Background: an optimization exercise with open tools, aiming at small area. Do not read the settings as production practice.
Only simulation tests tie the RTL to the original design; equivalence was not proved.
Power figures rest on the tool's default switching activity, not on a simulated workload.

lane 1:
==> flow/design.v (excerpt) <==
module remi16_core (
    input  wire        clk,
    input  wire        rst,           
    input  wire        start,         
    input  wire        mode,          
    output wire        ready,
    output reg         done,
    output wire [1:0]  outcome,       
    output wire [2:0]  fault_code,    
    input  wire [3:0]  dbg_sel,
    output wire [15:0] dbg_rdata,
    input  wire [14:0] prog_n,        
    output wire [13:0] imem_addr,     
    input  wire [31:0] imem_rdata,
    output wire        dmem_req,
    output wire        dmem_we,
    output wire [17:0] dmem_addr,     
    output wire [7:0]  dmem_wdata,
    input  wire        dmem_gnt,
    input  wire [7:0]  dmem_rdata     
);
Size: about 130 I/O pins, roughly 11000 µm² of cells after synthesis.
clock: 6.0 ns
lec_check: 0
abc_area: 1
cap_margin: 20
core_margin: 2
core_utilization: 50
cts_cluster_diameter: 100
cts_cluster_size: 25
gpl_timing_driven: 0
place_density: 0.7
setup_slack_margin: 0.1
slew_margin: 20
standard.sh (not shown) runs the stock make flow with config.mk's settings and CLKGATE_MAP_FILE= SYNTH_SCRIPT=/design/flow/synth_recipe.tcl, a recipe that flattens the netlist after the stock synthesis.
==> flow/flow/run.sh <==
#!/bin/bash
# Own layout flow: the standard synthesis, then the combinational logic
# is re-mapped for area with Yosys/ABC (registers untouched), then the
# standard ORFS steps from floorplan to finish.
set -euo pipefail
R=orfs/results/${FLOW_PLATFORM}/remi16_core/base
LIB=${FLOW_HOME}/platforms/${FLOW_PLATFORM}/lib/sky130_fd_sc_hd__tt_025C_1v80.lib

bash standard.sh synth > run_synth.log 2>&1

cp $R/1_2_yosys.v $R/1_2_yosys_std.v
sed "s#LIBFILE#${LIB}#g" flow/remap.ys > remap_run.ys
yosys -s remap_run.ys > run_remap.log 2>&1
# the netlist changed: rebuild the synthesis database from it
rm -f $R/1_synth.odb $R/1_synth.sdc
touch $R/1_2_yosys.v $R/1_2_yosys.sdc

bash standard.sh BUFFER_PORTS_ARGS="-buffer_cell sky130_fd_sc_hd__buf_1" finish > run_finish.log 2>&1
test -f out/final.def
==> flow/flow/remap.abc <==
strash
&get -n
&dch -f
&nf -R 1000
&put
==> flow/flow/remap.ys <==
# Re-map the combinational logic of the standard synthesis for area.
# The flip-flops (and their instance names) are kept as they are.
read_liberty -ignore_miss_func LIBFILE
read_verilog orfs/results/sky130hd/remi16_core/base/1_2_yosys_std.v
hierarchy -top remi16_core
setattr -mod -set keep_hierarchy 1 sky130_fd_sc_hd__df* sky130_fd_sc_hd__edf* sky130_fd_sc_hd__sdf* sky130_fd_sc_hd__dl*
flatten
opt_clean -purge
opt -full
opt_clean -purge
abc -script flow/remap.abc -liberty LIBFILE -dont_use sky130_fd_sc_hd__lpflow* -dont_use sky130_fd_sc_hd__probe*
opt_clean -purge
hilomap -singleton -hicell sky130_fd_sc_hd__conb_1 HI -locell sky130_fd_sc_hd__conb_1 LO
opt_clean -purge
splitnets
opt_clean -purge
select remi16_core
tee -o remap_stat.txt stat -liberty LIBFILE
write_verilog -noattr -noexpr -nohex -nodec -selected orfs/results/sky130hd/remi16_core/base/1_2_yosys.v
Lane 1 was carried through to the last stage, and its layout satisfied the timing, DRC and antenna checks.
Here is what was changed in the inputs of lane 2 compared with lane 1.
-- flow/flow/remap.abc --
<<< lane 1, line 1
>>> lane 2, line 1
strash
dc2
&get -n
&dch -f
&nf -R 1000
&put
Results
- The standard cells in lane 2 occupy less silicon area than those in lane 1 do.
- Delta(overall global routing resource usage, lane 2 - lane 1) > 0
- Lane 1 ended up with imem_rdata[9] as its beginning of the critical path; lane 2 ended up with imem_rdata[11].
- Higher core area goes to lane 1 over lane 2.
- Compared with lane 1, lane 2 shows via count that has gone down slightly.
- Highest ir drop seen on vdd (higher): lane 2
- Lane 2: final worst setup slack is 35 ps higher than what lane 1 reported.
- The run showing the smaller power is lane 2.
- Weighted congestion at the end of routability-driven global placement: lane 2 < lane 1
- Comparing lane 1 against lane 2, there is no change at all in number of hold buffers added after cts.
## Diff of input files: lane 3 against lane 2
- changing CORE_UTILIZATION from 50 to 65
- changing PLACE_DENSITY from 0.7 to 0.8
Notes after the runs:
Changes observed in lane 3 relative to lane 2: combinational power share now sits lower; wire length of the first global-routing pass down about 2.1%; flip-flop and latch count stayed essentially flat; post-route core utilization rose by 17 points.
Share of cell area taken by flip-flops and latches in lane 3 is 0.48 points above lane 2.
The higher worst hold margin came out of lane 2.


Another version of the RTL of remi16_core (not shown whole).
// remi16_core
module remi16_core (
    input  wire        clk,
    input  wire        rst,           
    input  wire        start,         
    input  wire        mode,          
    output wire        ready,
    output reg         done,
    output wire [1:0]  outcome,       
    output wire [2:0]  fault_code,    
    input  wire [3:0]  dbg_sel,
    output wire [15:0] dbg_rdata,
    input  wire [14:0] prog_n,        
    output wire [13:0] imem_addr,     
    input  wire [31:0] imem_rdata,
    output wire        dmem_req,
    output wire        dmem_we,
    output wire [17:0] dmem_addr,     
    output wire [7:0]  dmem_wdata,
    input  wire        dmem_gnt,
    input  wire [7:0]  dmem_rdata     
);
    localparam [2:0] S_IDLE  = 3'd0,
                     S_FETCH = 3'd1,    
                     S_DEC   = 3'd2,    
                     S_WAIT  = 3'd3,    
                     S_WR    = 3'd4,    
                     S_PCINC = 3'd5,    
                     S_MEM   = 3'd6,    
                     S_MEMD  = 3'd7;    
    reg  [2:0]  state;
    reg         second;      
    reg         use_a1;      
    reg         run_mode;
    reg  [2:0]  res;         
    reg  [3:0]  ph;          
    reg         zr;          
    reg         cy;          
    reg  [7:0]  bbuf;        
    reg  [1:0]  mbl;         
  ...
Settings: LEC_CHECK=0, ABC_AREA=1, CAP_MARGIN=20, CORE_MARGIN=2, CORE_UTILIZATION=40, PLACE_DENSITY=0.6, SLEW_MARGIN=20; clock period 6.0 ns.
==> flow/flow/remap.abc <==
strash
&get -n
&dch -f
&nf -R 1000
&put
topo
stime -c
buffer -c
upsize -c
dnsize -c
==> flow/flow/remap.ys <==
# Re-map the combinational logic of the standard synthesis for area.
# The flip-flops (and their instance names) are kept as they are.
read_liberty -ignore_miss_func LIBFILE
read_verilog orfs/results/sky130hd/remi16_core/base/1_2_yosys_std.v
hierarchy -top remi16_core
setattr -mod -set keep_hierarchy 1 sky130_fd_sc_hd__df* sky130_fd_sc_hd__edf* sky130_fd_sc_hd__sdf* sky130_fd_sc_hd__dl*
flatten
opt_clean -purge
opt -full
opt_clean -purge
abc -script flow/remap.abc -D 6000 -liberty LIBFILE -dont_use sky130_fd_sc_hd__lpflow* -dont_use sky130_fd_sc_hd__probe*
opt_clean -purge
hilomap -singleton -hicell sky130_fd_sc_hd__conb_1 HI -locell sky130_fd_sc_hd__conb_1 LO
opt_clean -purge
splitnets
opt_clean -purge
select remi16_core
tee -o remap_stat.txt stat -liberty LIBFILE
write_verilog -noattr -noexpr -nohex -nodec -selected orfs/results/sky130hd/remi16_core/base/1_2_yosys.v
Scripts as last shown in full above: flow/flow/run.sh
The first run produced a clean layout.
Rerun with:
--- a/flow/flow/run.sh
+++ b/flow/flow/run.sh
@@ -18 +18 @@
-bash standard.sh BUFFER_PORTS_ARGS="-buffer_cell sky130_fd_sc_hd__buf_1" finish > run_finish.log 2>&1
+bash standard.sh finish > run_finish.log 2>&1
What happened: Total power goes up by 11%; sequential share of layout area shrinks by 6.2 points; synthesized area stays the same; worst setup slack is worse by 0.077 ns; via count came out higher by 4.6%; wire length climbs by 7.6%; final area is higher by 16%; sequential power is about the same; cell count is higher by 6.4%; flip-flop and latch count stays the same; combinational power climbs by 35%.

==> re-timing with driven ports <==
No port has a modelled driver above. Below, the same layouts with a new extraction and two added sets of constraints. Step 1, drivers: a clkbuf_16 drives clk and a buf_2 each remaining input, both assumed. Step 2 adds t to the input delays and takes it off the output delays; t is the mean of the earliest and latest rising clock arrival at the registers after step 1. Input paths then give back, and output paths get back, about the clock's delay inside the block. a / b / c = ideal ports / drivers / drivers and shift; a / b = the first two.
| run | t, ns | setup WS [ns] | worst hold slack (ns) | clock arrival spread, ns | worst register clock-pin slew, ns |
|---|---|---|---|---|---|
| lane 1 | 0.544 | 0.324 / 0.301 / 0.301 | 0.349 / 0.349 / 0.349 | 0.019 / 0.020 | 0.11 / 0.11 |
| lane 2 | 0.538 | 0.359 / 0.336 / 0.182 | 0.348 / 0.348 / 0.348 | 0.019 / 0.019 | 0.10 / 0.10 |
| lane 3 | 0.536 | 0.170 / 0.145 / 0.145 | 0.343 / 0.343 / 0.343 | 0.025 / 0.024 | 0.10 / 0.10 |
| the first run of note 2 | 0.603 | 0.182 / 0.161 / 0.161 | 0.328 / 0.328 / 0.328 | 0.029 / 0.029 | 0.07 / 0.07 |
| the second run of note 2 | 0.611 | 0.105 / 0.066 / -0.034 | 0.347 / 0.347 / 0.347 | 0.013 / 0.012 | 0.06 / 0.06 |
With both steps, setup timing fails in the second run of note 2, where it was met with ideal ports. For lane 2, which loses most, drivers alone change the setup slack by -0.023 ns; drivers and shift together by -0.177 ns.
